What follows belongs to an exercise in optimizing a design on an open flow for small area, a short achievable clock period and few clock cycles; a production flow would make more cautious choices. Function was checked by simulation only, so behaviour that the tests miss may differ from the original. No activity file was given, so power comes from the tool's default toggle rates.

## the previous run
Design gf_decomp_mul, start of the top module:
module gf_decomp_mul (
    input  wire        clk,
    input  wire        rst,
    input  wire        cmd_valid,
    output wire        cmd_ready,
    input  wire [7:0]  cmd_op,
    input  wire [1:0]  cmd_ksel,
    input  wire [63:0] cmd_a,
    input  wire [63:0] cmd_b,
    output wire        rsp_valid,
    input  wire        rsp_ready,
    output wire [3:0]  rsp_cc,
    output wire [63:0] rsp_result
);
    localparam OP_CFG   = 8'h04;
    localparam OP_NBM   = 8'h30;
    localparam OP_BLDRT = 8'h31;
    localparam OP_RTRD  = 8'h32;
    localparam OP_MSL8  = 8'h33;
    localparam OP_MODRB = 8'h34;
    localparam OP_MULD  = 8'h35;
    localparam CC_OK      = 3'd0;
    localparam CC_ILLEGAL = 3'd1;
    localparam CC_NOCFG   = 3'd2;
    localparam CC_WIDTH   = 3'd3;
    localparam CC_OPERAND = 3'd4;
    localparam CC_TABLE   = 3'd5;
    reg        cfg_valid;
    reg        k16;           
    reg [15:0] poly;
    reg [15:0] mu;            
    reg        rt_valid;
    reg        rsp_v;
    reg [2:0]  cc_q;
    reg [31:0] x_q;           
    reg [7:0]  p_q;           
    assign rsp_valid = rsp_v;
    assign rsp_cc    = {1'b0, cc_q};
    assign cmd_ready = !rsp_v || rsp_ready;
    wire fire = cmd_valid && cmd_ready;
    wire is_cfg   = (cmd_op == OP_CFG);
    wire is_nbm   = (cmd_op == OP_NBM);
    wire is_bldrt = (cmd_op == OP_BLDRT);
    wire is_rtrd  = (cmd_op == OP_RTRD);
    wire is_msl8  = (cmd_op == OP_MSL8);
    wire is_modrb = (cmd_op == OP_MODRB);
    wire is_muld  = (cmd_op == OP_MULD);
    wire is_field = is_bldrt | is_rtrd | is_msl8 | is_modrb | is_muld;
    wire a_hi32 = |cmd_a[63:32];
    wire a_hi16 = a_hi32 | (|cmd_a[31:16]);
    wire a_hi8  = a_hi16 | (|cmd_a[15:8]);
    wire a_hi4  = a_hi8  | (|cmd_a[7:4]);
    wire b_hi16 = |cmd_b[63:16];
    wire b_hi4  = b_hi16 | (|cmd_b[15:4]);
    reg cfg_bad;
    always @(*) begin
        case (cmd_ksel)
            2'd0: cfg_bad = a_hi4;
            2'd1: cfg_bad = a_hi8;
            2'd2: cfg_bad = a_hi16;
            default: cfg_bad = a_hi32;
        endcase
    end
    wire field_bad = (is_rtrd & a_hi8) | (is_msl8 & a_hi16) |
                     (is_modrb & a_hi32) | (is_muld & (a_hi16 | b_hi16));
    reg [2:0] cc;
    always @(*) begin
        if (is_cfg)
            cc = cfg_bad ? CC_OPERAND : CC_OK;
  ...
For scale: about 1,700 cells after synthesis, about 78 flip-flops, ~210 I/O pins, about 12,000 sq um of cells after synthesis.
Settings: LEC_CHECK=0, CAP_MARGIN=20, CORE_MARGIN=2, CORE_UTILIZATION=60, CTS_BUF_LIST=sky130_fd_sc_hd__clkbuf_4 sky130_fd_sc_hd__clkbuf_8, PLACE_DENSITY=0.65, SETUP_SLACK_MARGIN=3.6, SLEW_MARGIN=20, SYNTH_MEMORY_MAX_BITS=65536; clock period 8.0 ns.
standard.sh (not shown) runs the stock make flow with config.mk's settings and CLKGATE_MAP_FILE= SYNTH_SCRIPT=/design/flow/synth_recipe.tcl, a recipe that flattens the netlist after the stock synthesis.
==> flow/flow/run.sh <==
#!/bin/bash
# The standard layout (the standard.sh: ORFS synthesis through finish),
# with one change: the port buffers that global placement inserts on every
# input and output are sky130_fd_sc_hd__buf_1 instead of the cell buffer_ports
# picks by default (clkdlybuf4s50_1, a delay cell); timing repair resizes
# them as needed.
set -euo pipefail
cd "$(dirname "$0")/.."
export BUFFER_PORTS_ARGS="-buffer_cell sky130_fd_sc_hd__buf_1"
bash standard.sh > standard_make.log 2>&1
Per the final summary, the previous run finished and its layout is clean on timing, DRC and antenna.
Testbench counts of the previous run, summed over its fixed seeds: cycles 2,408.
For the current run, these inputs were changed with respect to the previous run:
Settings: TNS_END_PERCENT now 10, previously not set; PLACE_DENSITY now 0.75, was 0.65.
==> flow/flow/run.sh <==
#!/bin/bash
# The standard layout (the standard.sh: ORFS synthesis through finish),
# with one change: the port buffers that global placement inserts on every
# input and output are sky130_fd_sc_hd__buf_2 instead of the cell buffer_ports
# picks by default (clkdlybuf4s50_1, a delay cell); timing repair resizes
# them as needed.
set -euo pipefail
cd "$(dirname "$0")/.."
export BUFFER_PORTS_ARGS="-buffer_cell sky130_fd_sc_hd__buf_2"
bash standard.sh > standard_make.log 2>&1
Notes after the runs:
The current run reached the final stage; the timing, DRC and antenna checks on its layout passed. Measured against each other, the current run and the previous run differ in fmax, the higher figure coming from the current run. Average cell area after synthesis: the current run vs the previous run — no meaningful difference. Placed wire-length estimate after detailed placement delta for the current run relative to the previous run: about 3.8% lower. According to the power report, total power for the current run is lower than for the previous run. Comparing routed length on met2 for the current run and the previous run, the smaller number came from the current run. Of the current run and the previous run, the current run shows the lower global-route met1 utilization, with the previous run above it. The current run — proportion of power drawn by combinational gates 0.2 points higher, the previous run as reference. Comparing the current run and the previous run, wire length is higher on the previous run.

---

Setup of run 1:
Starting RTL as in the previous note.
Settings: LEC_CHECK=0, CAP_MARGIN=5, CORE_MARGIN=2, CORE_UTILIZATION=60, CTS_BUF_LIST=sky130_fd_sc_hd__clkbuf_4 sky130_fd_sc_hd__clkbuf_8, PLACE_DENSITY=0.75, SETUP_SLACK_MARGIN=3.6, SLEW_MARGIN=5, SYNTH_MEMORY_MAX_BITS=65536; clock period 8.0 ns.
==> flow/flow/run.sh <==
#!/bin/bash
# The standard layout (the standard.sh: ORFS synthesis through finish),
# with one change: the port buffers that global placement inserts on every
# input and output are sky130_fd_sc_hd__buf_2 instead of the cell buffer_ports
# picks by default (clkdlybuf4s50_1, a delay cell); timing repair resizes
# them as needed.
set -euo pipefail
cd "$(dirname "$0")/.."
export BUFFER_PORTS_ARGS="-buffer_cell sky130_fd_sc_hd__buf_2"
bash standard.sh > standard_make.log 2>&1
Testbench counts of run 1, summed over its fixed seeds: cycles 2,408.
#### Input delta (run 2 over run 1)
Settings: swapping 5 for 20 in SLEW_MARGIN; swapping 5 for 20 in CAP_MARGIN.
--- a/flow/flow/run.sh
+++ b/flow/flow/run.sh
@@ -4 +4 @@
-# input and output are sky130_fd_sc_hd__buf_2 instead of the cell buffer_ports
+# input and output are sky130_fd_sc_hd__buf_1 instead of the cell buffer_ports
@@ -9 +9 @@
-export BUFFER_PORTS_ARGS="-buffer_cell sky130_fd_sc_hd__buf_2"
+export BUFFER_PORTS_ARGS="-buffer_cell sky130_fd_sc_hd__buf_1"
[summary]
Part of the cycle the worst path needs: run 2 and run 1 compared, lower one is run 1. The lower number of buffers other than clock buffers in the final layout of run 2 and run 1 is in run 1. Compared run 2 against run 1; utilization within noise. Setup WNS run 1 -> run 2: worse. Total design power came out lower on run 2 than on run 1. Diff run 1..run 2 | total die area | unchanged. Run 2 and run 1 ended up with roughly the same clock skew.
### run 2 -> run 3
Settings: a deleted CTS_BUF_LIST that had been sky130_fd_sc_hd__clkbuf_4 sky130_fd_sc_hd__clkbuf_8.
--- outcome ---
Run 3 falls short of run 2 in post-layout worst setup margin. Global-route usage in run 3 vs run 2: up 0.21 points. Between run 3 and run 2, the maximum frequency figures differ only marginally. Comparing run 2 with run 3, the worst hold slack came out essentially unchanged. ~same final HPWL from detailed placement in run 2 and run 3. Run 3 against run 2; clock power is up by more than a quarter. Comparing run 2 and run 3, the higher met2 global-route usage is on run 3. Between run 2 and run 3, the number of tap instances does not differ in any meaningful way. The number of global-route vias before repair was comparable across run 2 and run 3. In terms of flip-flop and latch share of the layout cell area, run 2 and run 3 differ only marginally.
Edits applied to the flow inputs when going from run 3 to run 4:
Settings: CTS_BUF_LIST now sky130_fd_sc_hd__clkbuf_4 sky130_fd_sc_hd__clkbuf_8, previously not set.
--- a/flow/flow/run.sh
+++ b/flow/flow/run.sh
@@ -4 +4 @@
-# input and output are sky130_fd_sc_hd__buf_1 instead of the cell buffer_ports
+# input and output are sky130_fd_sc_hd__buf_2 instead of the cell buffer_ports
@@ -9 +9 @@
-export BUFFER_PORTS_ARGS="-buffer_cell sky130_fd_sc_hd__buf_1"
+export BUFFER_PORTS_ARGS="-buffer_cell sky130_fd_sc_hd__buf_2"
Power (run 4 / run 3): 0.947
Met1 routing resource usage after global routing: run 4 vs run 3 — no meaningful difference
The final reports for run 4 and run 3 show clock latency on the worst-skew pair higher in the former.
Summary of run 4 over run 3: clock period minus final worst setup slack fell 0.0095 ns; largest vdd supply drop fell 0.029 mV; combinational group share of total power rose 2.6 points; fraction of area in multi-input gates about even; layout net count fell 1.2%.
Against run 3 as the reference, run 4 delivers a lower register-to-register slack.

## afterwards: timing with drivers on the ports
No port has a modelled driver above. Below, the same layouts with a new extraction and two added sets of constraints. Step 1 assumes that a clkbuf_16 drives the clock port and a buf_2 every other input. Step 2 also shifts input and output timing later by t, the mid clock arrival at the registers, as if the neighbouring blocks saw the same clock. Three values: no drivers, after step 1, after step 2; two values: the first two.
| run | t, ns | setup slack, ns | latest minus earliest clock arrival (ns) | pins driven straight from the clock port |
|---|---|---|---|---|
| the previous run | 0.402 | 3.720 / 3.681 / 3.468 | 0.010 / 0.011 | 1 |
| the current run | 0.399 | 3.745 / 3.713 / 3.459 | 0.009 / 0.008 | 1 |
| run 1 | 0.401 | 3.772 / 3.740 / 3.474 | 0.012 / 0.012 | 1 |
| run 2 | 0.385 | 3.755 / 3.724 / 3.419 | 0.009 / 0.010 | 1 |
| run 3 | 0.375 | 3.748 / 3.711 / 3.405 | 0.008 / 0.008 | 1 |
| run 4 | 0.401 | 3.757 / 3.725 / 3.446 | 0.010 / 0.010 | 1 |
After both steps every run listed still meets setup and hold. For run 3, which loses most, drivers alone change the setup slack by -0.037 ns; drivers and shift together by -0.343 ns.
